This is an optimization exercise on Yosys and OpenROAD, whose aim is small area, a short achievable clock period and few clock cycles per item, not a production implementation.
Only simulation tests tie the RTL to the original design; equivalence was not proved.
Power and IR drop assume default switching activity.

===== flow/constraint.sdc =====
create_clock -name core_clock -period 8.0 [get_ports {clk}]
set_input_delay 1.6000 -clock core_clock [delete_from_list [all_inputs] [get_ports {clk}]]
set_output_delay 1.6000 -clock core_clock [all_outputs]
set_load 0.01 [all_outputs]

===== flow/flow/run.sh =====
#!/bin/bash
# The standard layout (the standard.sh), with two changes to how it is
# made: ports are buffered with buf_2 (rather than the delay-buffer cell
# buffer_ports picks on its own), and a222oi_1, which has no stronger size
# for timing repair to swap to, is added to the platform's don't-use list.
set -euo pipefail
PLATFORM_DONT_USE="$(sed -n '/^export DONT_USE_CELLS/,/^#/p' "$FLOW_HOME/platforms/sky130hd/config.mk" | grep -o 'sky130_fd_sc_hd__[a-z0-9_]*' | tr '\n' ' ')"
bash standard.sh "BUFFER_PORTS_ARGS=-buffer_cell sky130_fd_sc_hd__buf_2" \
    "DONT_USE_CELLS=${PLATFORM_DONT_USE}sky130_fd_sc_hd__a222oi_1" finish > make_finish.log 2>&1
tail -n 20 make_finish.log

===== flow/config.mk =====
export PLATFORM = sky130hd
export DESIGN_NAME = inav_decoder
export DESIGN_NICKNAME = inav_decoder
export VERILOG_FILES = /design/flow/design.v
export SDC_FILE = /design/flow/constraint.sdc
export NUM_CORES = 4
export LEC_CHECK = 0
export CAP_MARGIN = 20
export CORE_MARGIN = 2
export CORE_UTILIZATION = 45
export CTS_BUF_LIST = sky130_fd_sc_hd__clkbuf_16
export CTS_CLUSTER_DIAMETER = 80
export CTS_CLUSTER_SIZE = 24
export PLACE_DENSITY = 0.65
export SETUP_SLACK_MARGIN = 5
export SLEW_MARGIN = 20
export TNS_END_PERCENT = 30

===== flow/design.v =====
module inav_decoder (
    input  wire         clk,
    input  wire         rst,         
    input  wire         cmd_valid,
    output wire         cmd_ready,
    input  wire [124:0] cmd,
    output reg          rsp_valid,
    output wire [485:0] rsp
);
    localparam [2:0] ST_OK         = 3'd0;
    localparam [2:0] ST_FRAMING    = 3'd1;
    localparam [2:0] ST_CRC        = 3'd2;
    localparam [2:0] ST_UNKNOWN_WT = 3'd3;
    localparam [2:0] ST_EVEN_BUF   = 3'd4;
    localparam [2:0] ST_RESYNC     = 3'd5;
    localparam [2:0] ST_ILLEGAL    = 3'd7;
    reg          rdy;
    reg          asm_odd;       
    reg  [111:6] evb;           
    reg  [10:1]  evwt;          
    reg          evwt_ok;       
    reg          v1;            
    reg  [3:0]   op1;
    reg  [2:0]   st1;           
    reg          pair1;         
    reg          ev1;           
    reg  [23:0]  syn0;          
    reg  [15:0]  pd;            
    reg  [3:0]   gt1;           
    reg  [3:0]   gta;           
    assign cmd_ready = rdy;
    wire       accept    = cmd_valid & rdy;
    wire [3:0] op        = cmd[124:121];
    wire       odd       = cmd[120];
    wire       marker_ok = (cmd[119] == odd);
    wire       submit    = (op == 4'h0);
    wire       ev_load   = accept & (cmd[124:119] == 6'd0);    
    wire [10:0] wt_in;
    genvar gi;
    generate
        for (gi = 0; gi <= 10; gi = gi + 1) begin : g_dec
            assign wt_in[gi] = (cmd[117:112] == gi);
        end
    endgenerate
    wire [7:0]  lo = cmd[13:6] & {8{~odd}};
    wire [23:0] syn_in0;
    wire r0x_0 = cmd[60] ^ cmd[92];
    wire r0x_1 = cmd[61] ^ cmd[93];
    wire r0x_2 = cmd[62] ^ cmd[94];
    wire r0x_3 = cmd[83] ^ cmd[114];
    wire r0x_4 = cmd[63] ^ cmd[95];
    wire r0x_5 = cmd[64] ^ cmd[96];
    wire r0x_6 = cmd[70] ^ cmd[97];
    wire r0x_7 = cmd[71] ^ cmd[98];
    wire r0x_8 = cmd[84] ^ cmd[115];
    wire r0x_9 = cmd[85] ^ cmd[116];
    wire r0x_10 = cmd[86] ^ cmd[110];
    wire r0x_11 = cmd[32] ^ cmd[72];
    wire r0x_12 = cmd[57] ^ cmd[89];
    wire r0x_13 = cmd[58] ^ cmd[90];
    wire r0x_14 = cmd[59] ^ cmd[91];
    wire r0x_15 = cmd[65] ^ cmd[67];
    wire r0x_16 = cmd[87] ^ cmd[108];
    wire r0x_17 = cmd[88] ^ cmd[109];
    wire r0x_18 = cmd[30] ^ cmd[107];
    wire r0x_19 = cmd[35] ^ cmd[40];
    wire r0x_20 = cmd[36] ^ cmd[41];
    wire r0x_21 = cmd[37] ^ cmd[42];
    wire r0x_22 = cmd[38] ^ cmd[43];
    wire r0x_23 = cmd[66] ^ cmd[69];
    wire r0x_24 = cmd[80] ^ cmd[111];
    wire r0x_25 = cmd[81] ^ cmd[112];
    wire r0x_26 = cmd[82] ^ cmd[113];
    wire r0x_27 = cmd[34] ^ r0x_3;
    wire r0x_28 = cmd[105] ^ r0x_1;
    wire r0x_29 = cmd[39] ^ cmd[68];
    wire r0x_30 = cmd[46] ^ cmd[101];
    wire r0x_31 = cmd[52] ^ cmd[76];
    wire r0x_32 = cmd[106] ^ r0x_2;
    wire r0x_33 = cmd[31] ^ cmd[47];
    wire r0x_34 = cmd[44] ^ cmd[119];
    wire r0x_35 = cmd[48] ^ cmd[49];
    wire r0x_36 = cmd[51] ^ cmd[75];
    wire r0x_37 = cmd[74] ^ cmd[118];
    wire r0x_38 = cmd[99] ^ cmd[117];
    wire r0x_39 = cmd[54] ^ r0x_0;
    wire r0x_40 = cmd[55] ^ r0x_16;
    wire r0x_41 = cmd[56] ^ r0x_17;
    wire r0x_42 = cmd[77] ^ r0x_5;
    wire r0x_43 = cmd[78] ^ r0x_8;
    wire r0x_44 = cmd[79] ^ r0x_9;
    wire r0x_45 = cmd[103] ^ r0x_4;
    wire r0x_46 = r0x_6 ^ r0x_10;
    wire r0x_47 = cmd[45] ^ cmd[100];
    wire r0x_48 = cmd[73] ^ cmd[102];
    wire r0x_49 = cmd[53] ^ r0x_11;
    wire r0x_50 = cmd[104] ^ r0x_13;
    wire r0x_51 = r0x_7 ^ r0x_12;
    wire r0x_52 = r0x_19 ^ r0x_23;
    wire r0x_53 = r0x_27 ^ r0x_29;
    wire r0x_54 = cmd[33] ^ r0x_26;
    wire r0x_55 = cmd[50] ^ r0x_30;
    wire r0x_56 = r0x_14 ^ r0x_15;
    wire r0x_57 = r0x_20 ^ r0x_25;
    wire r0x_58 = r0x_21 ^ r0x_32;
    wire r0x_59 = r0x_28 ^ r0x_31;
    wire r0x_60 = r0x_39 ^ r0x_46;
    wire r0x_61 = cmd[42] ^ r0x_22;
    wire r0x_62 = cmd[79] ^ r0x_24;
    wire r0x_63 = cmd[105] ^ r0x_35;
    wire r0x_64 = r0x_0 ^ r0x_33;
    wire r0x_65 = r0x_34 ^ r0x_36;
    wire r0x_66 = r0x_18 ^ r0x_49;
    wire r0x_67 = r0x_37 ^ r0x_40;
    wire r0x_68 = r0x_38 ^ r0x_45;
    wire r0x_69 = r0x_42 ^ r0x_52;
    wire r0x_70 = r0x_43 ^ r0x_56;
    wire r0x_71 = cmd[41] ^ cmd[102];
    wire r0x_72 = cmd[66] ^ cmd[78];
    wire r0x_73 = cmd[70] ^ cmd[90];
    wire r0x_74 = cmd[71] ^ cmd[91];
    wire r0x_75 = cmd[77] ^ cmd[101];
    wire r0x_76 = cmd[86] ^ cmd[98];
    wire r0x_77 = cmd[49] ^ r0x_14;
    wire r0x_78 = cmd[97] ^ r0x_13;
    wire r0x_79 = cmd[100] ^ r0x_24;
    wire r0x_80 = cmd[104] ^ r0x_2;
    wire r0x_81 = cmd[116] ^ r0x_22;
    wire r0x_82 = r0x_6 ^ r0x_47;
    wire r0x_83 = r0x_7 ^ r0x_48;
    wire r0x_84 = cmd[30] ^ r0x_55;
    wire r0x_85 = cmd[52] ^ r0x_41;
    wire r0x_86 = cmd[68] ^ r0x_44;
    wire r0x_87 = cmd[113] ^ r0x_65;
    wire r0x_88 = r0x_11 ^ r0x_45;
    wire r0x_89 = r0x_23 ^ r0x_51;
    wire r0x_90 = cmd[31] ^ cmd[53];
    wire r0x_91 = cmd[32] ^ cmd[48];
    wire r0x_92 = cmd[33] ^ cmd[46];
    wire r0x_93 = cmd[34] ^ cmd[117];
    wire r0x_94 = cmd[35] ^ cmd[114];
    wire r0x_95 = cmd[36] ^ cmd[67];
    wire r0x_96 = cmd[37] ^ cmd[45];
    wire r0x_97 = cmd[38] ^ cmd[99];
    wire r0x_98 = cmd[39] ^ cmd[69];
    wire r0x_99 = cmd[40] ^ cmd[73];
    wire r0x_100 = cmd[47] ^ cmd[54];
    wire r0x_101 = cmd[51] ^ cmd[60];
    wire r0x_102 = cmd[55] ^ cmd[87];
    wire r0x_103 = cmd[56] ^ cmd[88];
    wire r0x_104 = cmd[61] ^ cmd[76];
    wire r0x_105 = cmd[62] ^ cmd[85];
    wire r0x_106 = cmd[69] ^ cmd[96];
    wire r0x_107 = cmd[72] ^ cmd[75];
    wire r0x_108 = cmd[72] ^ cmd[102];
    wire r0x_109 = cmd[80] ^ cmd[115];
    wire r0x_110 = cmd[89] ^ cmd[112];
    wire r0x_111 = cmd[106] ^ cmd[108];
    wire r0x_112 = cmd[106] ^ cmd[118];
    wire r0x_113 = cmd[31] ^ r0x_15;
    wire r0x_114 = cmd[43] ^ r0x_76;
    wire r0x_115 = cmd[50] ^ r0x_19;
    wire r0x_116 = cmd[51] ^ r0x_4;
    wire r0x_117 = cmd[65] ^ r0x_73;
    wire r0x_118 = cmd[68] ^ r0x_30;
    wire r0x_119 = cmd[82] ^ r0x_92;
    wire r0x_120 = cmd[93] ^ r0x_12;
    wire r0x_121 = cmd[103] ^ r0x_18;
    wire r0x_122 = cmd[110] ^ r0x_35;
    wire r0x_123 = cmd[111] ^ r0x_1;
    wire r0x_124 = cmd[114] ^ r0x_5;
    wire r0x_125 = cmd[119] ^ r0x_9;
    wire r0x_126 = r0x_0 ^ r0x_20;
    wire r0x_127 = r0x_1 ^ r0x_22;
    wire r0x_128 = r0x_3 ^ r0x_26;
    wire r0x_129 = r0x_8 ^ r0x_12;
    wire r0x_130 = r0x_10 ^ r0x_34;
    wire r0x_131 = r0x_15 ^ r0x_36;
    wire r0x_132 = r0x_16 ^ r0x_21;
    wire r0x_133 = r0x_18 ^ r0x_74;
    wire r0x_134 = r0x_25 ^ r0x_31;
    wire r0x_135 = r0x_26 ^ r0x_75;
    wire r0x_136 = r0x_38 ^ r0x_107;
    wire r0x_137 = r0x_100 ^ r0x_111;
    wire r0x_138 = cmd[99] ^ r0x_80;
    wire r0x_139 = cmd[104] ^ r0x_83;
    wire r0x_140 = cmd[115] ^ r0x_44;
    wire r0x_141 = r0x_14 ^ r0x_54;
    wire r0x_142 = r0x_17 ^ r0x_43;
    wire r0x_143 = r0x_20 ^ r0x_124;
    wire r0x_144 = r0x_27 ^ r0x_64;
    wire r0x_145 = r0x_28 ^ r0x_78;
    wire r0x_146 = r0x_32 ^ r0x_40;
    wire r0x_147 = r0x_37 ^ r0x_81;
    wire r0x_148 = r0x_41 ^ r0x_44;
    wire r0x_149 = r0x_42 ^ r0x_128;
    wire r0x_150 = r0x_48 ^ r0x_63;
    wire r0x_151 = r0x_50 ^ r0x_51;
    wire r0x_152 = r0x_50 ^ r0x_62;
    wire r0x_153 = r0x_77 ^ r0x_121;
    wire r0x_154 = r0x_102 ^ r0x_126;
    wire r0x_155 = r0x_28 ^ r0x_60;
    wire r0x_156 = r0x_53 ^ r0x_58;
    wire r0x_157 = r0x_58 ^ r0x_70;
    wire r0x_158 = r0x_59 ^ r0x_88;
    wire r0x_159 = r0x_68 ^ r0x_89;
    wire r0x_160 = cmd[32] ^ cmd[33];
    wire r0x_161 = cmd[44] ^ cmd[53];
    wire r0x_162 = cmd[87] ^ lo[0];
    wire r0x_163 = r0x_38 ^ r0x_112;
    wire r0x_164 = r0x_160 ^ r0x_161;
    wire r0x_165 = r0x_46 ^ r0x_52;
    wire r0x_166 = r0x_116 ^ r0x_129;
    wire r0x_167 = r0x_134 ^ r0x_162;
    wire r0x_168 = r0x_163 ^ r0x_164;
    wire r0x_169 = r0x_84 ^ r0x_144;
    wire r0x_170 = r0x_150 ^ r0x_165;
    wire r0x_171 = r0x_166 ^ r0x_167;
    wire r0x_172 = r0x_168 ^ r0x_169;
    wire r0x_173 = r0x_170 ^ r0x_171;
    wire r0x_174 = r0x_172 ^ r0x_173;
    wire r0x_175 = cmd[67] ^ cmd[74];
    wire r0x_176 = cmd[76] ^ cmd[88];
    wire r0x_177 = cmd[111] ^ lo[1];
    wire r0x_178 = r0x_9 ^ r0x_18;
    wire r0x_179 = r0x_30 ^ r0x_47;
    wire r0x_180 = r0x_99 ^ r0x_175;
    wire r0x_181 = r0x_176 ^ r0x_39;
    wire r0x_182 = r0x_57 ^ r0x_130;
    wire r0x_183 = r0x_177 ^ r0x_178;
    wire r0x_184 = r0x_179 ^ r0x_180;
    wire r0x_185 = r0x_145 ^ r0x_149;
    wire r0x_186 = r0x_181 ^ r0x_182;
    wire r0x_187 = r0x_183 ^ r0x_184;
    wire r0x_188 = r0x_159 ^ r0x_185;
    wire r0x_189 = r0x_186 ^ r0x_187;
    wire r0x_190 = r0x_188 ^ r0x_189;
    wire r0x_191 = lo[2] ^ r0x_33;
    wire r0x_192 = r0x_71 ^ r0x_76;
    wire r0x_193 = r0x_110 ^ r0x_50;
    wire r0x_194 = r0x_82 ^ r0x_118;
    wire r0x_195 = r0x_123 ^ r0x_136;
    wire r0x_196 = r0x_191 ^ r0x_192;
    wire r0x_197 = r0x_67 ^ r0x_149;
    wire r0x_198 = r0x_193 ^ r0x_194;
    wire r0x_199 = r0x_195 ^ r0x_196;
    wire r0x_200 = r0x_157 ^ r0x_197;
    wire r0x_201 = r0x_198 ^ r0x_199;
    wire r0x_202 = r0x_200 ^ r0x_201;
    wire r0x_203 = cmd[33] ^ cmd[78];
    wire r0x_204 = cmd[81] ^ cmd[100];
    wire r0x_205 = lo[3] ^ r0x_10;
    wire r0x_206 = r0x_90 ^ r0x_93;
    wire r0x_207 = r0x_203 ^ r0x_204;
    wire r0x_208 = r0x_32 ^ r0x_51;
    wire r0x_209 = r0x_61 ^ r0x_115;
    wire r0x_210 = r0x_117 ^ r0x_205;
    wire r0x_211 = r0x_206 ^ r0x_207;
    wire r0x_212 = r0x_85 ^ r0x_86;
    wire r0x_213 = r0x_87 ^ r0x_153;
    wire r0x_214 = r0x_208 ^ r0x_209;
    wire r0x_215 = r0x_210 ^ r0x_211;
    wire r0x_216 = r0x_212 ^ r0x_213;
    wire r0x_217 = r0x_214 ^ r0x_215;
    wire r0x_218 = r0x_216 ^ r0x_217;
    wire r0x_219 = cmd[39] ^ cmd[40];
    wire r0x_220 = cmd[43] ^ cmd[45];
    wire r0x_221 = cmd[72] ^ cmd[83];
    wire r0x_222 = lo[4] ^ r0x_6;
    wire r0x_223 = r0x_8 ^ r0x_219;
    wire r0x_224 = r0x_220 ^ r0x_221;
    wire r0x_225 = r0x_57 ^ r0x_119;
    wire r0x_226 = r0x_133 ^ r0x_137;
    wire r0x_227 = r0x_222 ^ r0x_223;
    wire r0x_228 = r0x_224 ^ r0x_150;
    wire r0x_229 = r0x_152 ^ r0x_225;
    wire r0x_230 = r0x_226 ^ r0x_227;
    wire r0x_231 = r0x_228 ^ r0x_229;
    wire r0x_232 = r0x_230 ^ r0x_231;
    wire r0x_233 = cmd[101] ^ cmd[109];
    wire r0x_234 = lo[5] ^ r0x_9;
    wire r0x_235 = r0x_21 ^ r0x_31;
    wire r0x_236 = r0x_71 ^ r0x_94;
    wire r0x_237 = r0x_101 ^ r0x_109;
    wire r0x_238 = r0x_233 ^ r0x_46;
    wire r0x_239 = r0x_234 ^ r0x_235;
    wire r0x_240 = r0x_236 ^ r0x_237;
    wire r0x_241 = r0x_66 ^ r0x_67;
    wire r0x_242 = r0x_141 ^ r0x_238;
    wire r0x_243 = r0x_239 ^ r0x_240;
    wire r0x_244 = r0x_159 ^ r0x_241;
    wire r0x_245 = r0x_242 ^ r0x_243;
    wire r0x_246 = r0x_244 ^ r0x_245;
    wire r0x_247 = cmd[84] ^ cmd[97];
    wire r0x_248 = cmd[100] ^ cmd[111];
    wire r0x_249 = cmd[112] ^ cmd[116];
    wire r0x_250 = lo[6] ^ r0x_95;
    wire r0x_251 = r0x_104 ^ r0x_247;
    wire r0x_252 = r0x_248 ^ r0x_249;
    wire r0x_253 = r0x_41 ^ r0x_61;
    wire r0x_254 = r0x_63 ^ r0x_65;
    wire r0x_255 = r0x_137 ^ r0x_250;
    wire r0x_256 = r0x_251 ^ r0x_252;
    wire r0x_257 = r0x_69 ^ r0x_84;
    wire r0x_258 = r0x_88 ^ r0x_151;
    wire r0x_259 = r0x_253 ^ r0x_254;
    wire r0x_260 = r0x_255 ^ r0x_256;
    wire r0x_261 = r0x_257 ^ r0x_258;
    wire r0x_262 = r0x_259 ^ r0x_260;
    wire r0x_263 = r0x_261 ^ r0x_262;
    wire r0x_264 = cmd[46] ^ cmd[81];
    wire r0x_265 = cmd[109] ^ cmd[113];
    wire r0x_266 = cmd[118] ^ lo[7];
    wire r0x_267 = r0x_4 ^ r0x_96;
    wire r0x_268 = r0x_105 ^ r0x_264;
    wire r0x_269 = r0x_265 ^ r0x_50;
    wire r0x_270 = r0x_114 ^ r0x_266;
    wire r0x_271 = r0x_267 ^ r0x_268;
    wire r0x_272 = r0x_53 ^ r0x_66;
    wire r0x_273 = r0x_69 ^ r0x_70;
    wire r0x_274 = r0x_154 ^ r0x_269;
    wire r0x_275 = r0x_270 ^ r0x_271;
    wire r0x_276 = r0x_272 ^ r0x_273;
    wire r0x_277 = r0x_274 ^ r0x_275;
    wire r0x_278 = r0x_276 ^ r0x_277;
    wire r0x_279 = cmd[14] ^ cmd[63];
    wire r0x_280 = cmd[73] ^ r0x_33;
    wire r0x_281 = r0x_34 ^ r0x_97;
    wire r0x_282 = r0x_103 ^ r0x_279;
    wire r0x_283 = r0x_52 ^ r0x_119;
    wire r0x_284 = r0x_132 ^ r0x_280;
    wire r0x_285 = r0x_281 ^ r0x_282;
    wire r0x_286 = r0x_70 ^ r0x_86;
    wire r0x_287 = r0x_143 ^ r0x_283;
    wire r0x_288 = r0x_284 ^ r0x_285;
    wire r0x_289 = r0x_155 ^ r0x_286;
    wire r0x_290 = r0x_287 ^ r0x_288;
    wire r0x_291 = r0x_289 ^ r0x_290;
    wire r0x_292 = cmd[15] ^ cmd[47];
    wire r0x_293 = cmd[64] ^ cmd[74];
    wire r0x_294 = cmd[83] ^ cmd[86];
    wire r0x_295 = r0x_15 ^ r0x_17;
    wire r0x_296 = r0x_24 ^ r0x_29;
    wire r0x_297 = r0x_91 ^ r0x_93;
    wire r0x_298 = r0x_292 ^ r0x_293;
    wire r0x_299 = r0x_294 ^ r0x_82;
    wire r0x_300 = r0x_127 ^ r0x_295;
    wire r0x_301 = r0x_296 ^ r0x_297;
    wire r0x_302 = r0x_298 ^ r0x_58;
    wire r0x_303 = r0x_89 ^ r0x_140;
    wire r0x_304 = r0x_154 ^ r0x_299;
    wire r0x_305 = r0x_300 ^ r0x_301;
    wire r0x_306 = r0x_302 ^ r0x_303;
    wire r0x_307 = r0x_304 ^ r0x_305;
    wire r0x_308 = r0x_306 ^ r0x_307;
    wire r0x_309 = cmd[16] ^ cmd[50];
    wire r0x_310 = cmd[57] ^ r0x_103;
    wire r0x_311 = r0x_109 ^ r0x_309;
    wire r0x_312 = r0x_64 ^ r0x_78;
    wire r0x_313 = r0x_81 ^ r0x_83;
    wire r0x_314 = r0x_131 ^ r0x_310;
    wire r0x_315 = r0x_311 ^ r0x_59;
    wire r0x_316 = r0x_66 ^ r0x_312;
    wire r0x_317 = r0x_313 ^ r0x_314;
    wire r0x_318 = r0x_156 ^ r0x_315;
    wire r0x_319 = r0x_316 ^ r0x_317;
    wire r0x_320 = r0x_318 ^ r0x_319;
    wire r0x_321 = cmd[17] ^ cmd[47];
    wire r0x_322 = cmd[58] ^ cmd[77];
    wire r0x_323 = cmd[98] ^ cmd[112];
    wire r0x_324 = r0x_2 ^ r0x_16;
    wire r0x_325 = r0x_108 ^ r0x_321;
    wire r0x_326 = r0x_322 ^ r0x_323;
    wire r0x_327 = r0x_55 ^ r0x_324;
    wire r0x_328 = r0x_325 ^ r0x_326;
    wire r0x_329 = r0x_53 ^ r0x_147;
    wire r0x_330 = r0x_153 ^ r0x_327;
    wire r0x_331 = r0x_328 ^ r0x_155;
    wire r0x_332 = r0x_329 ^ r0x_330;
    wire r0x_333 = r0x_331 ^ r0x_332;
    wire r0x_334 = cmd[18] ^ cmd[48];
    wire r0x_335 = cmd[59] ^ r0x_98;
    wire r0x_336 = r0x_334 ^ r0x_64;
    wire r0x_337 = r0x_115 ^ r0x_123;
    wire r0x_338 = r0x_335 ^ r0x_68;
    wire r0x_339 = r0x_87 ^ r0x_139;
    wire r0x_340 = r0x_142 ^ r0x_146;
    wire r0x_341 = r0x_336 ^ r0x_337;
    wire r0x_342 = r0x_338 ^ r0x_339;
    wire r0x_343 = r0x_340 ^ r0x_341;
    wire r0x_344 = r0x_342 ^ r0x_343;
    wire r0x_345 = cmd[19] ^ cmd[40];
    wire r0x_346 = cmd[70] ^ cmd[107];
    wire r0x_347 = r0x_37 ^ r0x_47;
    wire r0x_348 = r0x_101 ^ r0x_110;
    wire r0x_349 = r0x_345 ^ r0x_346;
    wire r0x_350 = r0x_122 ^ r0x_347;
    wire r0x_351 = r0x_348 ^ r0x_349;
    wire r0x_352 = r0x_138 ^ r0x_143;
    wire r0x_353 = r0x_148 ^ r0x_350;
    wire r0x_354 = r0x_351 ^ r0x_158;
    wire r0x_355 = r0x_352 ^ r0x_353;
    wire r0x_356 = r0x_354 ^ r0x_355;
    wire r0x_357 = cmd[20] ^ cmd[30];
    wire r0x_358 = cmd[71] ^ cmd[84];
    wire r0x_359 = cmd[118] ^ r0x_25;
    wire r0x_360 = r0x_71 ^ r0x_91;
    wire r0x_361 = r0x_104 ^ r0x_357;
    wire r0x_362 = r0x_358 ^ r0x_79;
    wire r0x_363 = r0x_117 ^ r0x_132;
    wire r0x_364 = r0x_359 ^ r0x_360;
    wire r0x_365 = r0x_361 ^ r0x_69;
    wire r0x_366 = r0x_87 ^ r0x_138;
    wire r0x_367 = r0x_144 ^ r0x_362;
    wire r0x_368 = r0x_363 ^ r0x_364;
    wire r0x_369 = r0x_365 ^ r0x_366;
    wire r0x_370 = r0x_367 ^ r0x_368;
    wire r0x_371 = r0x_369 ^ r0x_370;
    wire r0x_372 = cmd[21] ^ cmd[66];
    wire r0x_373 = cmd[119] ^ r0x_35;
    wire r0x_374 = r0x_74 ^ r0x_75;
    wire r0x_375 = r0x_94 ^ r0x_105;
    wire r0x_376 = r0x_372 ^ r0x_54;
    wire r0x_377 = r0x_57 ^ r0x_61;
    wire r0x_378 = r0x_82 ^ r0x_113;
    wire r0x_379 = r0x_373 ^ r0x_374;
    wire r0x_380 = r0x_375 ^ r0x_142;
    wire r0x_381 = r0x_376 ^ r0x_377;
    wire r0x_382 = r0x_378 ^ r0x_379;
    wire r0x_383 = r0x_158 ^ r0x_380;
    wire r0x_384 = r0x_381 ^ r0x_382;
    wire r0x_385 = r0x_383 ^ r0x_384;
    wire r0x_386 = cmd[22] ^ cmd[43];
    wire r0x_387 = cmd[44] ^ cmd[49];
    wire r0x_388 = cmd[63] ^ cmd[89];
    wire r0x_389 = cmd[92] ^ r0x_10;
    wire r0x_390 = r0x_72 ^ r0x_95;
    wire r0x_391 = r0x_386 ^ r0x_387;
    wire r0x_392 = r0x_388 ^ r0x_42;
    wire r0x_393 = r0x_49 ^ r0x_54;
    wire r0x_394 = r0x_55 ^ r0x_389;
    wire r0x_395 = r0x_390 ^ r0x_391;
    wire r0x_396 = r0x_139 ^ r0x_140;
    wire r0x_397 = r0x_392 ^ r0x_393;
    wire r0x_398 = r0x_394 ^ r0x_395;
    wire r0x_399 = r0x_156 ^ r0x_396;
    wire r0x_400 = r0x_397 ^ r0x_398;
    wire r0x_401 = r0x_399 ^ r0x_400;
    wire r0x_402 = cmd[23] ^ cmd[64];
    wire r0x_403 = cmd[103] ^ cmd[106];
    wire r0x_404 = r0x_72 ^ r0x_73;
    wire r0x_405 = r0x_96 ^ r0x_402;
    wire r0x_406 = r0x_403 ^ r0x_39;
    wire r0x_407 = r0x_62 ^ r0x_113;
    wire r0x_408 = r0x_118 ^ r0x_120;
    wire r0x_409 = r0x_122 ^ r0x_134;
    wire r0x_410 = r0x_404 ^ r0x_405;
    wire r0x_411 = r0x_66 ^ r0x_147;
    wire r0x_412 = r0x_406 ^ r0x_407;
    wire r0x_413 = r0x_408 ^ r0x_409;
    wire r0x_414 = r0x_410 ^ r0x_411;
    wire r0x_415 = r0x_412 ^ r0x_413;
    wire r0x_416 = r0x_414 ^ r0x_415;
    wire r0x_417 = cmd[24] ^ cmd[48];
    wire r0x_418 = cmd[94] ^ cmd[119];
    wire r0x_419 = r0x_4 ^ r0x_19;
    wire r0x_420 = r0x_97 ^ r0x_112;
    wire r0x_421 = r0x_417 ^ r0x_418;
    wire r0x_422 = r0x_40 ^ r0x_129;
    wire r0x_423 = r0x_131 ^ r0x_133;
    wire r0x_424 = r0x_135 ^ r0x_419;
    wire r0x_425 = r0x_420 ^ r0x_421;
    wire r0x_426 = r0x_53 ^ r0x_59;
    wire r0x_427 = r0x_60 ^ r0x_152;
    wire r0x_428 = r0x_422 ^ r0x_423;
    wire r0x_429 = r0x_424 ^ r0x_425;
    wire r0x_430 = r0x_426 ^ r0x_427;
    wire r0x_431 = r0x_428 ^ r0x_429;
    wire r0x_432 = r0x_430 ^ r0x_431;
    wire r0x_433 = cmd[25] ^ cmd[92];
    wire r0x_434 = cmd[95] ^ cmd[107];
    wire r0x_435 = r0x_3 ^ r0x_7;
    wire r0x_436 = r0x_13 ^ r0x_29;
    wire r0x_437 = r0x_90 ^ r0x_108;
    wire r0x_438 = r0x_433 ^ r0x_434;
    wire r0x_439 = r0x_41 ^ r0x_43;
    wire r0x_440 = r0x_57 ^ r0x_77;
    wire r0x_441 = r0x_79 ^ r0x_125;
    wire r0x_442 = r0x_435 ^ r0x_436;
    wire r0x_443 = r0x_437 ^ r0x_438;
    wire r0x_444 = r0x_59 ^ r0x_69;
    wire r0x_445 = r0x_146 ^ r0x_439;
    wire r0x_446 = r0x_440 ^ r0x_441;
    wire r0x_447 = r0x_442 ^ r0x_443;
    wire r0x_448 = r0x_444 ^ r0x_445;
    wire r0x_449 = r0x_446 ^ r0x_447;
    wire r0x_450 = r0x_448 ^ r0x_449;
    wire r0x_451 = cmd[26] ^ cmd[50];
    wire r0x_452 = cmd[107] ^ cmd[108];
    wire r0x_453 = r0x_99 ^ r0x_106;
    wire r0x_454 = r0x_451 ^ r0x_452;
    wire r0x_455 = r0x_49 ^ r0x_57;
    wire r0x_456 = r0x_120 ^ r0x_135;
    wire r0x_457 = r0x_453 ^ r0x_454;
    wire r0x_458 = r0x_60 ^ r0x_68;
    wire r0x_459 = r0x_148 ^ r0x_455;
    wire r0x_460 = r0x_456 ^ r0x_457;
    wire r0x_461 = r0x_157 ^ r0x_458;
    wire r0x_462 = r0x_459 ^ r0x_460;
    wire r0x_463 = r0x_461 ^ r0x_462;
    wire r0x_464 = cmd[27] ^ cmd[41];
    wire r0x_465 = cmd[94] ^ cmd[107];
    wire r0x_466 = cmd[109] ^ cmd[117];
    wire r0x_467 = r0x_3 ^ r0x_5;
    wire r0x_468 = r0x_21 ^ r0x_48;
    wire r0x_469 = r0x_72 ^ r0x_464;
    wire r0x_470 = r0x_465 ^ r0x_466;
    wire r0x_471 = r0x_54 ^ r0x_79;
    wire r0x_472 = r0x_116 ^ r0x_127;
    wire r0x_473 = r0x_467 ^ r0x_468;
    wire r0x_474 = r0x_469 ^ r0x_470;
    wire r0x_475 = r0x_60 ^ r0x_67;
    wire r0x_476 = r0x_86 ^ r0x_151;
    wire r0x_477 = r0x_471 ^ r0x_472;
    wire r0x_478 = r0x_473 ^ r0x_474;
    wire r0x_479 = r0x_475 ^ r0x_476;
    wire r0x_480 = r0x_477 ^ r0x_478;
    wire r0x_481 = r0x_479 ^ r0x_480;
    wire r0x_482 = cmd[28] ^ cmd[95];
    wire r0x_483 = cmd[101] ^ cmd[103];
    wire r0x_484 = r0x_2 ^ r0x_5;
    wire r0x_485 = r0x_7 ^ r0x_8;
    wire r0x_486 = r0x_25 ^ r0x_98;
    wire r0x_487 = r0x_482 ^ r0x_483;
    wire r0x_488 = r0x_27 ^ r0x_56;
    wire r0x_489 = r0x_61 ^ r0x_62;
    wire r0x_490 = r0x_130 ^ r0x_136;
    wire r0x_491 = r0x_484 ^ r0x_485;
    wire r0x_492 = r0x_486 ^ r0x_487;
    wire r0x_493 = r0x_67 ^ r0x_85;
    wire r0x_494 = r0x_145 ^ r0x_488;
    wire r0x_495 = r0x_489 ^ r0x_490;
    wire r0x_496 = r0x_491 ^ r0x_492;
    wire r0x_497 = r0x_493 ^ r0x_494;
    wire r0x_498 = r0x_495 ^ r0x_496;
    wire r0x_499 = r0x_497 ^ r0x_498;
    wire r0x_500 = cmd[29] ^ cmd[65];
    wire r0x_501 = cmd[117] ^ r0x_11;
    wire r0x_502 = r0x_24 ^ r0x_33;
    wire r0x_503 = r0x_36 ^ r0x_47;
    wire r0x_504 = r0x_106 ^ r0x_500;
    wire r0x_505 = r0x_63 ^ r0x_80;
    wire r0x_506 = r0x_114 ^ r0x_125;
    wire r0x_507 = r0x_501 ^ r0x_502;
    wire r0x_508 = r0x_503 ^ r0x_504;
    wire r0x_509 = r0x_53 ^ r0x_84;
    wire r0x_510 = r0x_85 ^ r0x_141;
    wire r0x_511 = r0x_505 ^ r0x_506;
    wire r0x_512 = r0x_507 ^ r0x_508;
    wire r0x_513 = r0x_509 ^ r0x_510;
    wire r0x_514 = r0x_511 ^ r0x_512;
    wire r0x_515 = r0x_513 ^ r0x_514;
    assign syn_in0[0] = r0x_174;
    assign syn_in0[1] = r0x_190;
    assign syn_in0[2] = r0x_202;
    assign syn_in0[3] = r0x_218;
    assign syn_in0[4] = r0x_232;
    assign syn_in0[5] = r0x_246;
    assign syn_in0[6] = r0x_263;
    assign syn_in0[7] = r0x_278;
    assign syn_in0[8] = r0x_291;
    assign syn_in0[9] = r0x_308;
    assign syn_in0[10] = r0x_320;
    assign syn_in0[11] = r0x_333;
    assign syn_in0[12] = r0x_344;
    assign syn_in0[13] = r0x_356;
    assign syn_in0[14] = r0x_371;
    assign syn_in0[15] = r0x_385;
    assign syn_in0[16] = r0x_401;
    assign syn_in0[17] = r0x_416;
    assign syn_in0[18] = r0x_432;
    assign syn_in0[19] = r0x_450;
    assign syn_in0[20] = r0x_463;
    assign syn_in0[21] = r0x_481;
    assign syn_in0[22] = r0x_499;
    assign syn_in0[23] = r0x_515;
    reg [2:0] st_in;
    always @(*) begin
        case (op)
            4'h0:    st_in = !marker_ok ? ST_FRAMING :
                             !odd ? (asm_odd ? ST_RESYNC : ST_EVEN_BUF) :
                             ST_FRAMING;
            4'h1, 4'h4, 4'h5, 4'h6, 4'h7, 4'h8, 4'h9, 4'hA, 4'hB:
                     st_in = ST_OK;
            default: st_in = ST_ILLEGAL;
        endcase
    end
    always @(posedge clk) begin
        rdy   <= ~rst;
        v1    <= accept & ~rst;
        op1   <= op;
        st1   <= st_in;
        pair1 <= submit & marker_ok & odd & asm_odd;
        ev1   <= submit & marker_ok & ~odd;
        syn0  <= syn_in0;
        pd    <= cmd[117:102];
        gt1   <= {op == 4'hB, op == 4'hA, op == 4'h9, op == 4'h8};
        gta   <= {4{accept}} & {op == 4'hB, op == 4'hA, op == 4'h9, op == 4'h8};
        if (ev_load) begin
            evb     <= cmd[111:6];
            evwt    <= wt_in[10:1];
            evwt_ok <= (cmd[117:112] <= 6'd10);
        end
        if (rst || (accept && op == 4'h1))
            asm_odd <= 1'b0;
        else if (accept && submit && marker_ok)
            asm_odd <= ~odd;
    end
    reg  [23:0]  evsyn;         
    wire [23:0]  sab = syn0;
    wire [23:0]  syn_x;
    wire tx_0 = sab[0] ^ sab[1];
    wire tx_1 = sab[2] ^ sab[3];
    wire tx_2 = sab[21] ^ sab[23];
    wire tx_3 = sab[11] ^ sab[22];
    wire tx_4 = sab[8] ^ sab[10];
    wire tx_5 = sab[9] ^ sab[12];
    wire tx_6 = sab[18] ^ tx_0;
    wire tx_7 = sab[20] ^ tx_1;
    wire tx_8 = sab[6] ^ tx_2;
    wire tx_9 = sab[7] ^ sab[15];
    wire tx_10 = sab[14] ^ sab[16];
    wire tx_11 = sab[4] ^ sab[19];
    wire tx_12 = sab[5] ^ tx_4;
    wire tx_13 = sab[17] ^ tx_5;
    wire tx_14 = tx_3 ^ tx_7;
    wire tx_15 = sab[13] ^ tx_6;
    wire tx_16 = sab[13] ^ tx_8;
    wire tx_17 = sab[0] ^ sab[4];
    wire tx_18 = sab[1] ^ sab[19];
    wire tx_19 = sab[2] ^ tx_9;
    wire tx_20 = sab[7] ^ tx_1;
    wire tx_21 = sab[14] ^ tx_11;
    wire tx_22 = tx_0 ^ tx_10;
    wire tx_23 = sab[15] ^ tx_8;
    wire tx_24 = tx_2 ^ tx_13;
    wire tx_25 = tx_3 ^ tx_6;
    wire tx_26 = sab[17] ^ tx_14;
    wire tx_27 = tx_12 ^ tx_15;
    wire tx_28 = sab[3] ^ sab[6];
    wire tx_29 = sab[4] ^ sab[8];
    wire tx_30 = sab[5] ^ sab[10];
    wire tx_31 = sab[6] ^ sab[22];
    wire tx_32 = sab[8] ^ sab[13];
    wire tx_33 = sab[10] ^ sab[11];
    wire tx_34 = sab[17] ^ sab[23];
    wire tx_35 = sab[12] ^ tx_9;
    wire tx_36 = tx_4 ^ tx_10;
    wire tx_37 = tx_9 ^ tx_32;
    wire tx_38 = sab[7] ^ tx_22;
    wire tx_39 = sab[16] ^ tx_20;
    wire tx_40 = sab[21] ^ tx_21;
    wire tx_41 = tx_13 ^ tx_29;
    wire tx_42 = sab[12] ^ tx_16;
    wire tx_43 = tx_5 ^ tx_14;
    wire tx_44 = tx_11 ^ tx_25;
    wire tx_45 = sab[8] ^ sab[16];
    wire tx_46 = tx_17 ^ tx_45;
    wire tx_47 = tx_46 ^ tx_42;
    wire tx_48 = sab[5] ^ sab[22];
    wire tx_49 = tx_48 ^ tx_8;
    wire tx_50 = tx_38 ^ tx_41;
    wire tx_51 = tx_49 ^ tx_50;
    wire tx_52 = sab[9] ^ tx_31;
    wire tx_53 = tx_34 ^ tx_19;
    wire tx_54 = tx_52 ^ tx_53;
    wire tx_55 = tx_27 ^ tx_54;
    wire tx_56 = tx_5 ^ tx_33;
    wire tx_57 = tx_20 ^ tx_56;
    wire tx_58 = tx_15 ^ tx_40;
    wire tx_59 = tx_57 ^ tx_58;
    wire tx_60 = tx_10 ^ tx_18;
    wire tx_61 = tx_30 ^ tx_60;
    wire tx_62 = tx_14 ^ tx_23;
    wire tx_63 = tx_61 ^ tx_62;
    wire tx_64 = sab[0] ^ tx_37;
    wire tx_65 = tx_64 ^ tx_26;
    wire tx_66 = sab[9] ^ sab[14];
    wire tx_67 = tx_28 ^ tx_66;
    wire tx_68 = tx_67 ^ tx_15;
    wire tx_69 = tx_18 ^ tx_19;
    wire tx_70 = tx_36 ^ tx_69;
    wire tx_71 = tx_42 ^ tx_70;
    wire tx_72 = sab[9] ^ tx_10;
    wire tx_73 = tx_37 ^ tx_72;
    wire tx_74 = tx_73 ^ tx_26;
    wire tx_75 = sab[3] ^ sab[15];
    wire tx_76 = sab[18] ^ tx_17;
    wire tx_77 = tx_75 ^ tx_36;
    wire tx_78 = tx_76 ^ tx_24;
    wire tx_79 = tx_77 ^ tx_78;
    wire tx_80 = sab[19] ^ tx_12;
    wire tx_81 = tx_13 ^ tx_23;
    wire tx_82 = tx_25 ^ tx_80;
    wire tx_83 = tx_81 ^ tx_82;
    wire tx_84 = sab[2] ^ sab[7];
    wire tx_85 = sab[9] ^ sab[20];
    wire tx_86 = sab[21] ^ tx_4;
    wire tx_87 = tx_84 ^ tx_85;
    wire tx_88 = tx_86 ^ tx_87;
    wire tx_89 = tx_88 ^ tx_44;
    wire tx_90 = tx_2 ^ tx_18;
    wire tx_91 = tx_12 ^ tx_90;
    wire tx_92 = tx_91 ^ tx_43;
    wire tx_93 = sab[10] ^ tx_17;
    wire tx_94 = tx_93 ^ tx_16;
    wire tx_95 = tx_43 ^ tx_94;
    wire tx_96 = tx_3 ^ tx_28;
    wire tx_97 = tx_12 ^ tx_96;
    wire tx_98 = tx_38 ^ tx_97;
    wire tx_99 = sab[6] ^ sab[11];
    wire tx_100 = sab[23] ^ tx_0;
    wire tx_101 = tx_99 ^ tx_19;
    wire tx_102 = tx_100 ^ tx_41;
    wire tx_103 = tx_101 ^ tx_102;
    wire tx_104 = tx_5 ^ tx_39;
    wire tx_105 = tx_27 ^ tx_104;
    wire tx_106 = sab[19] ^ tx_1;
    wire tx_107 = tx_33 ^ tx_22;
    wire tx_108 = tx_106 ^ tx_24;
    wire tx_109 = tx_107 ^ tx_108;
    wire tx_110 = sab[16] ^ tx_4;
    wire tx_111 = tx_6 ^ tx_110;
    wire tx_112 = tx_23 ^ tx_111;
    wire tx_113 = tx_26 ^ tx_112;
    wire tx_114 = tx_24 ^ tx_39;
    wire tx_115 = tx_44 ^ tx_114;
    wire tx_116 = sab[12] ^ sab[22];
    wire tx_117 = tx_11 ^ tx_34;
    wire tx_118 = tx_116 ^ tx_7;
    wire tx_119 = tx_117 ^ tx_118;
    wire tx_120 = tx_27 ^ tx_119;
    wire tx_121 = sab[1] ^ sab[5];
    wire tx_122 = sab[9] ^ sab[11];
    wire tx_123 = sab[18] ^ tx_121;
    wire tx_124 = tx_122 ^ tx_7;
    wire tx_125 = tx_21 ^ tx_123;
    wire tx_126 = tx_16 ^ tx_124;
    wire tx_127 = tx_125 ^ tx_126;
    wire tx_128 = tx_30 ^ tx_31;
    wire tx_129 = tx_7 ^ tx_35;
    wire tx_130 = tx_128 ^ tx_40;
    wire tx_131 = tx_129 ^ tx_130;
    wire tx_132 = sab[3] ^ sab[5];
    wire tx_133 = sab[20] ^ tx_3;
    wire tx_134 = tx_132 ^ tx_35;
    wire tx_135 = tx_133 ^ tx_134;
    assign syn_x[0] = tx_47;
    assign syn_x[1] = tx_51;
    assign syn_x[2] = tx_55;
    assign syn_x[3] = tx_59;
    assign syn_x[4] = tx_63;
    assign syn_x[5] = tx_65;
    assign syn_x[6] = tx_68;
    assign syn_x[7] = tx_71;
    assign syn_x[8] = tx_74;
    assign syn_x[9] = tx_79;
    assign syn_x[10] = tx_83;
    assign syn_x[11] = tx_89;
    assign syn_x[12] = tx_92;
    assign syn_x[13] = tx_95;
    assign syn_x[14] = tx_98;
    assign syn_x[15] = tx_103;
    assign syn_x[16] = tx_105;
    assign syn_x[17] = tx_109;
    assign syn_x[18] = tx_113;
    assign syn_x[19] = tx_115;
    assign syn_x[20] = tx_120;
    assign syn_x[21] = tx_127;
    assign syn_x[22] = tx_131;
    assign syn_x[23] = tx_135;
    reg  [119:0] w1;
    reg  [119:0] w2;
    reg  [121:0] w3;
    reg  [119:0] w4;
    reg  [98:0]  w5;
    reg  [118:0] w6;
    reg  [115:0] w7;
    reg  [120:0] w8;
    reg  [121:0] w9;
    reg  [121:0] w10;
    reg  [4:1]   eph_rx;
    reg  [10:7]  alm_rx;
    reg          rx5, rx6;      
    reg          new_eph, new_iono, new_utc, new_alm;
    reg  [2:0]   st2;
    reg          flag2;
    reg  [10:1]  sel0, sel1, sel2, sel3, sel4, sel5, sel6, sel7, sel8, sel9, sel10, sel11;
    wire [121:0] data  = {evb[111:6], pd};    
    wire         crc_ok = (sab == evsyn);
    wire         wt_ok  = evwt_ok;
    wire         acc    = v1 & pair1 & crc_ok & wt_ok;
    wire         clr    = rst | (v1 && op1 == 4'h1);
    wire [10:1] wdec = evwt;
    wire [10:1] we = {10{acc}} & wdec[10:1];
    wire [9:0] iod_d  = data[121:112];
    wire [9:0] iod1_n = wdec[1] ? iod_d : w1[119:110];
    wire [9:0] iod2_n = wdec[2] ? iod_d : w2[119:110];
    wire [9:0] iod3_n = wdec[3] ? iod_d : w3[121:112];
    wire [9:0] iod4_n = wdec[4] ? iod_d : w4[119:110];
    wire [3:0] ioda_d   = data[121:118];
    wire [3:0] ioda7_n  = wdec[7]  ? ioda_d : w7[115:112];
    wire [3:0] ioda8_n  = wdec[8]  ? ioda_d : w8[120:117];
    wire [3:0] ioda9_n  = wdec[9]  ? ioda_d : w9[121:118];
    wire [3:0] ioda10_n = wdec[10] ? ioda_d : w10[121:118];
    wire [4:1]  eph_rx_n = eph_rx | wdec[4:1];
    wire [10:7] alm_rx_n = alm_rx | wdec[10:7];
    wire eph_consistent = (&eph_rx_n) && (iod1_n == iod2_n) &&
                          (iod2_n == iod3_n) && (iod3_n == iod4_n);
    wire slot1_both = alm_rx_n[7] & alm_rx_n[8];
    wire slot2_both = alm_rx_n[8] & alm_rx_n[9];
    wire slot3_both = alm_rx_n[9] & alm_rx_n[10];
    wire slot1_eq   = (ioda7_n == ioda8_n);
    wire slot2_eq   = (ioda8_n == ioda9_n);
    wire slot3_eq   = (ioda9_n == ioda10_n);
    wire slot1_ok   = slot1_both &  slot1_eq;
    wire slot2_ok   = slot2_both &  slot2_eq;
    wire slot3_ok   = slot3_both &  slot3_eq;
    wire slot1_bad  = slot1_both & ~slot1_eq;
    wire slot2_bad  = slot2_both & ~slot2_eq;
    wire slot3_bad  = slot3_both & ~slot3_eq;
    wire alm_any_ok  = (wdec[7] & slot1_ok) | (wdec[8] & (slot1_ok | slot2_ok)) |
                       (wdec[9] & (slot2_ok | slot3_ok)) | (wdec[10] & slot3_ok);
    wire alm_any_bad = (wdec[7] & slot1_bad) | (wdec[8] & (slot1_bad | slot2_bad)) |
                       (wdec[9] & (slot2_bad | slot3_bad)) | (wdec[10] & slot3_bad);
    wire is_eph = wdec[1] | wdec[2] | wdec[3] | wdec[4];
    wire is_alm = wdec[7] | wdec[8] | wdec[9] | wdec[10];
    reg new_sel;
    always @(*) begin
        case (op1[1:0])
            2'd0:    new_sel = new_eph;
            2'd1:    new_sel = new_iono;
            2'd2:    new_sel = new_utc;
            default: new_sel = new_alm;
        endcase
    end
    wire hasnew = (op1[3:2] == 2'b01);
    wire get    = (op1[3:2] == 2'b10);
    wire [10:1] rx    = {alm_rx, rx6, rx5, eph_rx};
    wire [3:0]  gdec  = {op1[1:0] == 2'd3, op1[1:0] == 2'd2, op1[1:0] == 2'd1, op1[1:0] == 2'd0};
    wire [10:1] gsel  = {{4{gdec[3]}}, gdec[2], gdec[1], {4{gdec[0]}}};
    wire [10:1] gsel1 = {{4{gt1[3]}}, gt1[2], gt1[1], {4{gt1[0]}}};
    wire [10:1] gsela = {{4{gta[3]}}, gta[2], gta[1], {4{gta[0]}}};
    always @(posedge clk) begin
        if (v1 && ev1)
            evsyn <= syn_x;
        if (we[1])  w1  <= data[121:2];
        if (we[2])  w2  <= data[121:2];
        if (we[3])  w3  <= data[121:0];
        if (we[4])  w4  <= data[121:2];
        if (we[5])  w5  <= data[121:23];
        if (we[6])  w6  <= data[121:3];
        if (we[7])  w7  <= data[121:6];
        if (we[8])  w8  <= data[121:1];
        if (we[9])  w9  <= data[121:0];
        if (we[10]) w10 <= data[121:0];
        if (clr) begin
            eph_rx   <= 4'd0;
            alm_rx   <= 4'd0;
            rx5      <= 1'b0;
            rx6      <= 1'b0;
            new_eph  <= 1'b0;
            new_iono <= 1'b0;
            new_utc  <= 1'b0;
            new_alm  <= 1'b0;
        end else if (v1) begin
            if (acc && is_eph) begin
                eph_rx  <= eph_rx_n;
                new_eph <= eph_consistent;
            end
            if (acc && wdec[5]) begin
                rx5      <= 1'b1;
                new_iono <= 1'b1;
            end
            if (acc && wdec[6]) begin
                rx6     <= 1'b1;
                new_utc <= 1'b1;
            end
            if (acc && is_alm) begin
                alm_rx <= alm_rx_n;
                if (alm_any_ok)
                    new_alm <= 1'b1;
                else if (alm_any_bad)
                    new_alm <= 1'b0;
            end
            if (hasnew) begin
                case (op1[1:0])
                    2'd0: new_eph  <= 1'b0;
                    2'd1: new_iono <= 1'b0;
                    2'd2: new_utc  <= 1'b0;
                    default: new_alm <= 1'b0;
                endcase
            end
        end
        rsp_valid <= v1 & ~rst;
        st2       <= !pair1 ? st1 : !crc_ok ? ST_CRC : !wt_ok ? ST_UNKNOWN_WT : ST_OK;
        flag2     <= hasnew & new_sel;
        sel0       <= {10{get}} & gsel & rx;
        sel1       <= {10{get & v1}} & gsel & rx;
        sel2       <= {10{get & ~rst}} & gsel & rx;
        sel3       <= {10{get & v1 & ~rst}} & gsel & rx;
        sel4       <= gsel1 & rx;
        sel5       <= {10{v1}} & gsel1 & rx;
        sel6       <= {10{~rst}} & gsel1 & rx;
        sel7       <= {10{v1 & ~rst}} & gsel1 & rx;
        sel8       <= gsela & rx;
        sel9       <= {10{v1}} & gsela & rx;
        sel10      <= {10{~rst}} & gsela & rx;
        sel11      <= {10{v1 & ~rst}} & gsela & rx;
    end
    wire [119:0] r1;
    wire [119:0] r2;
    wire [121:0] r3;
    wire [119:0] r4;
    wire [98:0]  r5;
    wire [118:0] r6;
    wire [115:0] r7;
    wire [120:0] r8;
    wire [121:0] r9;
    wire [121:0] r10;
    wire [11:0]  s1  = {sel11[1], sel10[1], sel9[1], sel8[1], sel7[1], sel6[1], sel5[1], sel4[1], sel3[1], sel2[1], sel1[1], sel0[1]};
    wire [11:0]  s2  = {sel11[2], sel10[2], sel9[2], sel8[2], sel7[2], sel6[2], sel5[2], sel4[2], sel3[2], sel2[2], sel1[2], sel0[2]};
    wire [11:0]  s3  = {sel11[3], sel10[3], sel9[3], sel8[3], sel7[3], sel6[3], sel5[3], sel4[3], sel3[3], sel2[3], sel1[3], sel0[3]};
    wire [11:0]  s4  = {sel11[4], sel10[4], sel9[4], sel8[4], sel7[4], sel6[4], sel5[4], sel4[4], sel3[4], sel2[4], sel1[4], sel0[4]};
    wire [11:0]  s5  = {sel11[5], sel10[5], sel9[5], sel8[5], sel7[5], sel6[5], sel5[5], sel4[5], sel3[5], sel2[5], sel1[5], sel0[5]};
    wire [11:0]  s6  = {sel11[6], sel10[6], sel9[6], sel8[6], sel7[6], sel6[6], sel5[6], sel4[6], sel3[6], sel2[6], sel1[6], sel0[6]};
    wire [11:0]  s7  = {sel11[7], sel10[7], sel9[7], sel8[7], sel7[7], sel6[7], sel5[7], sel4[7], sel3[7], sel2[7], sel1[7], sel0[7]};
    wire [11:0]  s8  = {sel11[8], sel10[8], sel9[8], sel8[8], sel7[8], sel6[8], sel5[8], sel4[8], sel3[8], sel2[8], sel1[8], sel0[8]};
    wire [11:0]  s9  = {sel11[9], sel10[9], sel9[9], sel8[9], sel7[9], sel6[9], sel5[9], sel4[9], sel3[9], sel2[9], sel1[9], sel0[9]};
    wire [11:0]  s10 = {sel11[10], sel10[10], sel9[10], sel8[10], sel7[10], sel6[10], sel5[10], sel4[10], sel3[10], sel2[10], sel1[10], sel0[10]};
    genvar bi;
    generate
        for (bi = 0; bi < 122; bi = bi + 1) begin : g_rec
            if (bi < 120) assign r1[bi]  = w1[bi]  & s1[bi * 12 / 120];
            if (bi < 120) assign r2[bi]  = w2[bi]  & s2[bi * 12 / 120];
            assign r3[bi] = w3[bi] & s3[bi * 12 / 122];
            if (bi < 120) assign r4[bi]  = w4[bi]  & s4[bi * 12 / 120];
            if (bi < 99)  assign r5[bi]  = w5[bi]  & s5[bi * 12 / 99];
            if (bi < 119) assign r6[bi]  = w6[bi]  & s6[bi * 12 / 119];
            if (bi < 116) assign r7[bi]  = w7[bi]  & s7[bi * 12 / 116];
            if (bi < 121) assign r8[bi]  = w8[bi]  & s8[bi * 12 / 121];
            assign r9[bi]  = w9[bi]  & s9[bi * 12 / 122];
            assign r10[bi] = w10[bi] & s10[bi * 12 / 122];
        end
    endgenerate
    wire [481:0] rec_eph  = {r1, r2, r3, r4};
    wire [98:0]  rec_iono = r5;
    wire [118:0] rec_utc  = r6;
    wire [480:0] rec_alm  = {r7, r8, r9, r10};
    assign rsp = {st2, flag2,
                  rec_eph | {383'd0, rec_iono} | {363'd0, rec_utc} | {1'b0, rec_alm}};
endmodule

===== flow/standard.sh =====
#!/bin/bash
# synth_recipe.tcl (not shown) runs the flow's synth.tcl, then flattens the netlist and writes it again
# the make line also repeats each setting of config.mk as NAME=value (left out here)
make -C /OpenROAD-flow-scripts/flow DESIGN_CONFIG=/design/flow/config.mk WORK_HOME=/design/flow/orfs CLKGATE_MAP_FILE= SYNTH_SCRIPT=/design/flow/synth_recipe.tcl "${@:-finish}"

==> results_dict.tcl, run 1 <==
set metrics [dict create \
    run_status "complete, no violations" \
    routed_wirelength_um 203000 \
    vdd_drop_max_mv 0.224 \
    seqPwrFrac 0.505 \
    yosys_warnings 1 \
    crit_path_start_kind "flop" \
    cts.reportedPaths.clkPinSlew_ns 0.10 \
    ios 616 \
    start_util 0.454 \
    most-common-layout-cells "sky130_fd_sc_hd__edfxtp_1, sky130_fd_sc_hd__buf_2, sky130_fd_sc_hd__xnor2_1, sky130_fd_sc_hd__a22o_1, sky130_fd_sc_hd__nand2_1" \
    synth.area.top_cells "sky130_fd_sc_hd__edfxtp_1, sky130_fd_sc_hd__xnor2_1, sky130_fd_sc_hd__dfxtp_1, sky130_fd_sc_hd__a22o_1, sky130_fd_sc_hd__a22oi_1" \
    placement_rows 132 \
    routed-via-count 35600 \
    design.final.nets 4380 \
    nFillCells 10500 \
    worstHoldPathCells 1 \
    timing.fmax_mhz 304 \
    final_hold_viol_count 0 \
    grt_pass1_wl_um 267000 \
    place.gp.congestion 0.940 \
    slew_violations 0 \
    max-slew-margin-rel 0.236 \
    synth-main-ff-cell "sky130_fd_sc_hd__edfxtp_1" \
    netlist.top_cell.by_area "sky130_fd_sc_hd__edfxtp_1" \
    layout_commonest_cell "sky130_fd_sc_hd__edfxtp_1" \
    min_path_type "reg -> reg" \
    htree_levels 3 \
    syn_to_final_growth_pct 17.4 \
    transition_at_the_pin_with_the_smallest_max_transition_slack_ns 1.14 \
    timing.critical_path.fanout_max 10 \
    power_leakage_nw 24.6 \
    layout_utilization 0.532 \
    holdPathEnd "st2[2]" \
    antenna_left 0 \
    r2r-start "syn0[22]" \
    timing.critical_path.to_type "output port" \
    rsz0062_at_grt "yes" \
    cts.sinks 1521 \
    timing.critical_path.cells "a22oi_2 > nand2_2 > buf_2" \
    finalCritPeriodShare 0.411 \
    grt_start_max_net_pins 62 \
    swShare 0.287 \
    core_area_mm2 0.129 \
    finalSetupViolations 0 \
    synth.cell_area_mm2 0.0587 \
    min_period_ns 3.29 \
    async_flop_share 0 \
    first_global_vias 32900 \
    rr_worst_depth 6 \
    die_height_um 365 \
    postPlaceCellArea_mm2 0.0635 \
    max_stage_delay_ns 0.42 \
    yosys_register_bits 1521 \
    fin_area_mm2 0.0689 \
    post_drt_wl_per_cell_um 33.4 \
    hold_slack_ns 0.464 \
    numPortBuffers 609 \
    postSynthCellCount 3582 \
    synthesis.nets 3711 \
    antenna_found_initial 47 \
    cp.required_ns 6.40 \
    post_drt_via_cell_ratio 5.87 \
    synth_top_area_frac 0.676 \
    final_tns_setup_ns 0 \
    critical_path.reg2reg.endpoint "w10[60]" \
    clock_tree_from_tritoncts "done" \
    internal_power_mw 12.9 \
    setup.reg_to_reg.worst_slack_ns 4.95 \
    floorplan.die_area_mm2 0.133 \
    arrival_ns 1.69 \
    power_density_mw_per_mm2 261 \
    power.total_mw 18.0 \
    post_route_cells_drive_above_1_share 0.282 \
    remaining_drc_errors 0 \
    cts-buffers-inserted 77 \
    global_route.usage.total 0.290 \
    synth-seq-area-share 0.744 \
    cts_buffer_depth 3 \
    cap_violations 0 \
    synthDistinctLibCells 71 \
    fin_worst_skew_ns 0.0421 \
    die_width_um 365 \
    power_switching_mw 5.17 \
    worstSkewPairLatency_ns 0.72 \
    hold_path_startpoint "st1[2]" \
    clockRootBuffer "sky130_fd_sc_hd__clkbuf_16" \
    pwr-share-comb 0.250 \
    drt_first_pass_iters 6 \
    hpwlAfterDp_um 138000 \
    layout.cells.non_filler 6072 \
    timing.setup.critical_path_class "reg -> out" \
    setup_slack_ns 4.71 \
    drt_iter0_markers 4869 \
    grt-ovfl-total 0 \
    synth-edff-count 1322 \
    place_worst_setup_slack_ns 3.77 \
    cp_slowest_cell "sky130_fd_sc_hd__dfxtp_4" \
    dp.cells 5773 \
    clk_network_pwr_share 0.246 \
    syn_avg_cell_area_um2 16.4 \
]
[layer usage]
| metal | wire length, um | global-route usage |
|---|---|---|
| met1 | 83300 | 0.417 |
| met2 | 94800 | 0.456 |
| met3 | 17800 | 0.0468 |
| met4 | 6620 | 0.0890 |
| met5 | 243 | 0 |
[cell type report]
cell class,instances,area [um2],share of cell area
flip-flops and latches,1521,44100,0.639
inverters,46,175,0.00254
repair buffers,772,4820,0.0699
diodes,15,37.5,0.000544
multi-input cells,1833,15300,0.222
clock inverters,62,352,0.00510
well taps,1742,2180,0.0316
clock buffers,81,2030,0.0294
[logic make-up after synthesis]
family	share of synthesized area
mux	0.00330
simple gates	0.0319
flops	0.744
compound gates	0.0938
buf+inv	0.0156
xor+xnor	0.111
fa+ha+maj	0.000213
[synth_stat cells, types with 14 or more instances]
cell and number:
sky130_fd_sc_hd__edfxtp_1 1322, sky130_fd_sc_hd__xnor2_1 520, sky130_fd_sc_hd__a22o_1 364, sky130_fd_sc_hd__a22oi_1 218
sky130_fd_sc_hd__dfxtp_1 199, sky130_fd_sc_hd__nand2_1 188, sky130_fd_sc_hd__clkbuf_1 163, sky130_fd_sc_hd__nor2_1 148
sky130_fd_sc_hd__xor2_1 116, sky130_fd_sc_hd__inv_1 46, sky130_fd_sc_hd__xnor2_2 26, sky130_fd_sc_hd__o21ai_0 20
sky130_fd_sc_hd__a21oi_1 19, sky130_fd_sc_hd__xor2_2 19, sky130_fd_sc_hd__mux2i_1 16, sky130_fd_sc_hd__buf_2 14
sky130_fd_sc_hd__nand2b_1 14
[worst max-delay path by stage]
stage | startpoint | to | slack (ns) | cells past startpoint
after global placement | syn0[7] | w5[50] | 3.68 | 6
after CTS | w2[113] | rsp[355] | 4.70 | 2
after floorplan | cmd[120] | evb[100] | 3.86 | 5
after global routing | sel0[6] | rsp[0] | 4.68 | 4
final | sel8[4] | rsp[88] | 4.71 | 3
after detailed placement | syn0[7] | w5[50] | 3.77 | 6
[sequential cells by signal, summed over array words and instances (netlist names), 16 cells and up]
register / count
syn0: 24
w1: 120
w4: 120
evsyn: 24
w8: 121
pd: 16
w7: 116
w2: 120
w10: 122
w5: 99
w3: 122
w6: 119
w9: 122
evb: 106
[critical path, delay by kind of cell, from the launching register on]
family	cells	cell delay (ns)
flip-flops	1	0.42
AO/OA/AOI/OAI	1	0.25
buffers and inverters	1	0.17
AND/OR/NAND/NOR	1	0.14
[power groups by stage]
| stage | Sequential [mW] | Clock, mW | Combinational (mW) |
|---|---|---|---|
| final | 9.10 | 4.43 | 4.50 |
| after detailed placement | 9.29 | 0 | 4.28 |
| after global placement | 9.30 | 0 | 4.29 |
| after CTS | 9.11 | 4.48 | 4.34 |
| after floorplan | 9.12 | 0 | 3.46 |
| after global routing | 9.10 | 4.76 | 4.73 |
[what timing repair did]
| item | 4_1_cts | 5_1_grt |
|---|---|---|
| hold buffers | 0 | 0 |
| setup endpoints to repair | 1787 | 1162 |
| gates resized for setup | 167 | 355 |
| setup buffers | 16 | 115 |
| cloned | 10 | 0 |
| pin swaps | 9 | 111 |
Testbench counts, summed over its fixed seeds: cycles 5,616, items 5,600.
==> inputs of run 2 (changes only) <==
--- a/flow/config.mk
+++ b/flow/config.mk
@@ -9,3 +9,3 @@
 export CORE_MARGIN = 2
-export CORE_UTILIZATION = 45
+export CORE_UTILIZATION = 50
 export CTS_BUF_LIST = sky130_fd_sc_hd__clkbuf_16
@@ -13,3 +13,3 @@
 export CTS_CLUSTER_SIZE = 24
-export PLACE_DENSITY = 0.65
+export PLACE_DENSITY = 0.66
 export SETUP_SLACK_MARGIN = 5
==> run 2 against run 1 <==
Net effect:
- still clean
- routed wire length down 3.1%
- design area about the same
- sequential share of layout area about the same
- clock power down 4%
- flip-flop and latch count unchanged
- global-route usage up 2.4 points
- fmax up 0.82%
- largest power group unchanged
==> results_dict.tcl, run 2 <==
set metrics [dict create \
    run_status "complete, no violations" \
    yosysMostFrequentCell "sky130_fd_sc_hd__edfxtp_1" \
    timing.setup.critical_path_class "reg -> out" \
    max-slew-margin-rel 0.311 \
    die_width_um 347 \
    layout_commonest_cell "sky130_fd_sc_hd__edfxtp_1" \
    post_synth_most_frequent_cells "sky130_fd_sc_hd__edfxtp_1, sky130_fd_sc_hd__xnor2_1, sky130_fd_sc_hd__a22o_1, sky130_fd_sc_hd__a22oi_1, sky130_fd_sc_hd__dfxtp_1" \
    clock_tree_from_tritoncts "done" \
    first_global_vias 32800 \
    crit_path_start_kind "flop" \
    nFillCells 8892 \
    hpwlAfterDp_um 132000 \
    r2r-start "syn0[22]" \
    syn_to_final_growth_pct 17.4 \
    yosys_warnings 1 \
    placement_rows 125 \
    cts_buffer_depth 3 \
    timing.fmax_mhz 307 \
    synth-main-ff-cell "sky130_fd_sc_hd__edfxtp_1" \
    cp.required_ns 6.40 \
    cts.reportedPaths.clkPinSlew_ns 0.10 \
    clockRootBuffer "sky130_fd_sc_hd__clkbuf_16" \
    finalSetupViolations 0 \
    multiInputGateArea_mm2 0.0154 \
    async_flop_share 0 \
    transition_at_the_pin_with_the_smallest_max_transition_slack_ns 1.03 \
    remaining_drc_errors 0 \
    core_area_mm2 0.116 \
    grt-ovfl-total 0 \
    rr_worst_depth 5 \
    post_drt_wl_per_cell_um 33.4 \
    min_path_type "reg -> reg" \
    cts.hold.buffers_added 0 \
    routed_wirelength_um 196000 \
    cts-buffers-inserted 75 \
    timing.critical_path.to_type "output port" \
    synth.cell_area_mm2 0.0587 \
    path_buf_inv 2 \
    arrival_ns 1.66 \
    grt_pass1_wl_um 263000 \
    cts.sinks 1521 \
    power_density_mw_per_mm2 260 \
    final_tns_setup_ns 0 \
    routed-via-count 35600 \
    final_hold_viol_count 0 \
    sequential_cell_area_mm2 0.0441 \
    drt_first_pass_iters 7 \
    synth_top_area_frac 0.676 \
    fin_worst_skew_ns 0.0343 \
    synthDistinctLibCells 71 \
    die_height_um 347 \
    numPortBuffers 609 \
    worstHoldPathCells 1 \
    most-common-layout-cells "sky130_fd_sc_hd__edfxtp_1, sky130_fd_sc_hd__buf_2, sky130_fd_sc_hd__xnor2_1, sky130_fd_sc_hd__a22o_1, sky130_fd_sc_hd__nand2_1" \
    min_period_ns 3.26 \
    synth-edff-count 1322 \
    ios 616 \
    cpLargestDelayFamily "flip-flops" \
    holdPathEnd "st2[1]" \
    design.final.nets 4411 \
    grt_start_max_net_pins 62 \
    vdd_drop_max_mv 0.295 \
    floorplan.die_area_mm2 0.120 \
    postSynthCellCount 3582 \
    hold_path_startpoint "st1[1]" \
    timing.critical_path.cells "buf_8 > a22oi_2 > nand2_1 > buf_6" \
    post_route_cells_drive_above_1_share 0.287 \
    start_util 0.505 \
    synthesis.nets 3711 \
    top_regs "w10 x122, w3 x122, w9 x122" \
    power_leakage_nw 24.7 \
    finalCritPeriodShare 0.407 \
    antenna_left 0 \
    max_stage_delay_ns 0.41 \
    antenna_found_initial 45 \
    critical_path.reg2reg.endpoint "w9[114]" \
    rsz0062_at_grt "yes" \
    cp_slowest_cell "sky130_fd_sc_hd__dfxtp_4" \
    htree_levels 3 \
    synth-seq-area-share 0.744 \
    cap_violations 0 \
    slew_violations 0 \
    place.gp.congestion 0.940 \
    power.total_mw 17.9 \
    drt_iter0_markers 4828 \
    syn_avg_cell_area_um2 16.4 \
    netlist.top_cell.by_area "sky130_fd_sc_hd__edfxtp_1" \
    timing.critical_path.fanout_max 5 \
    worstSkewPairLatency_ns 0.69 \
    post_drt_via_cell_ratio 6.05 \
    global_route.usage.total 0.314 \
    yosys_register_bits 1521 \
    synth.area.top_cells "sky130_fd_sc_hd__edfxtp_1, sky130_fd_sc_hd__xnor2_1, sky130_fd_sc_hd__dfxtp_1, sky130_fd_sc_hd__a22o_1, sky130_fd_sc_hd__a22oi_1" \
    setup.reg_to_reg.worst_slack_ns 4.96 \
]
==> run 2: changes by cell type in the layout (fill, tap and decap cells not counted), sizes merged <==
cell,before,now
clkinvlp,0,1
diode,15,19
clkinv,6,3
inv,102,99
and2,21,24
buf,765,791
clkbuf,88,89
==> run 2: layout make-up <==
type                            instances  area share
Timing Repair Buffer                  802      0.0743
Clock buffer                           78      0.0283
Multi-Input combinational cell       1836       0.223
Sequential cell                      1521       0.639
Inverter                               46     0.00254
Clock inverter                         57     0.00385
Tap cell                             1524      0.0277
Antenna cell                           19    0.000690
==> run 2: metal layers <==
layer  routed length, um  global-route usage
met5                 245                   0
met4                6260              0.0949
met3               19600              0.0602
met2               91000               0.488
met1               79300               0.451
==> run 2: worst max path at each step <==
stage                   from  endpoint  slack, ns  depth (start not counted)
floorplan           cmd[120]  evb[100]       3.86                          5
global placement     cmd[97]  syn0[20]       3.91                          8
detailed placement   syn0[7]    w6[49]       3.91                          6
CTS                  sel8[4]   rsp[82]       4.76                          4
global route         sel8[4]   rsp[85]       4.72                          4
finish               sel8[4]   rsp[82]       4.74                          4
==> run 2: logic make-up (layout without fill, tap and decap cells) <==
kind of cell,count (synthesis),after routing,synth area share
AND/OR/NAND/NOR,433,446,0.0319
flip-flops,1521,1521,0.744
XOR/XNOR,690,690,0.111
buffers and inverters,238,983,0.0156
adder cells (fa/ha/maj),1,1,0.000213
AO/OA/AOI/OAI,681,681,0.0938
multiplexers,18,18,0.00330
other,0,19,0
==> run 2: where the power goes <==
part,switching [mW],internal (mW)
clock network,2.44,1.80
registers,0.228,8.86
logic,2.46,2.13
==> run 2: worst register-to-register path, stage by stage (launching register included) <==
cell and delay (ns):
sky130_fd_sc_hd__dfxtp_1 0.50, sky130_fd_sc_hd__xnor2_1 0.23, sky130_fd_sc_hd__nand4_1 0.20, sky130_fd_sc_hd__nor4_4 0.43
sky130_fd_sc_hd__and3_2 0.62, sky130_fd_sc_hd__and2_2 0.71
==> run 2: stage by stage <==
step                area, um2  hold WS [ns]  utilization  cells  setup slack [ns]
finish                  68900         0.472        0.592   5883              4.74
global route            68900         0.482        0.592   5871              4.72
CTS                     66400         0.467        0.571   5730              4.76
detailed placement      63200         0.435        0.543   5550              3.91
global placement        63200         0.444        0.543   5550              3.91
floorplan               58800         0.414            -   3582              3.86
==> run 2: timing repair <==
item / 4_1_cts / 5_1_grt
pin swaps: 20 / 108
gates resized for setup: 232 / 317
cloned: 12 / 1
buffers inserted: 33 / 132
endpoints found under the setup margin: 1625 / 1439

-- port drivers added, routing unchanged --
In the flow no input, the clock included, has a driving cell. The finished layouts below were timed again as built, in two steps. Step 1 sets driving cells, clkbuf_16 on the clock port and buf_2 on the other inputs (assumed; they add their load-dependent delay and slew). Step 2 times the ports against the registers' clock, not the clock port: input delays grow and output delays shrink by t, the midpoint of the rising clock arrivals with the driver on. Three values: ideal ports, drivers, drivers and shift; two values: the first two.
run | t (ns) | setup slack, ns
run 1 | 0.768 | 4.714 / 4.641 / 4.119
run 2 | 0.745 | 4.741 / 4.667 / 4.078
After both steps setup and hold are still met in every run listed.
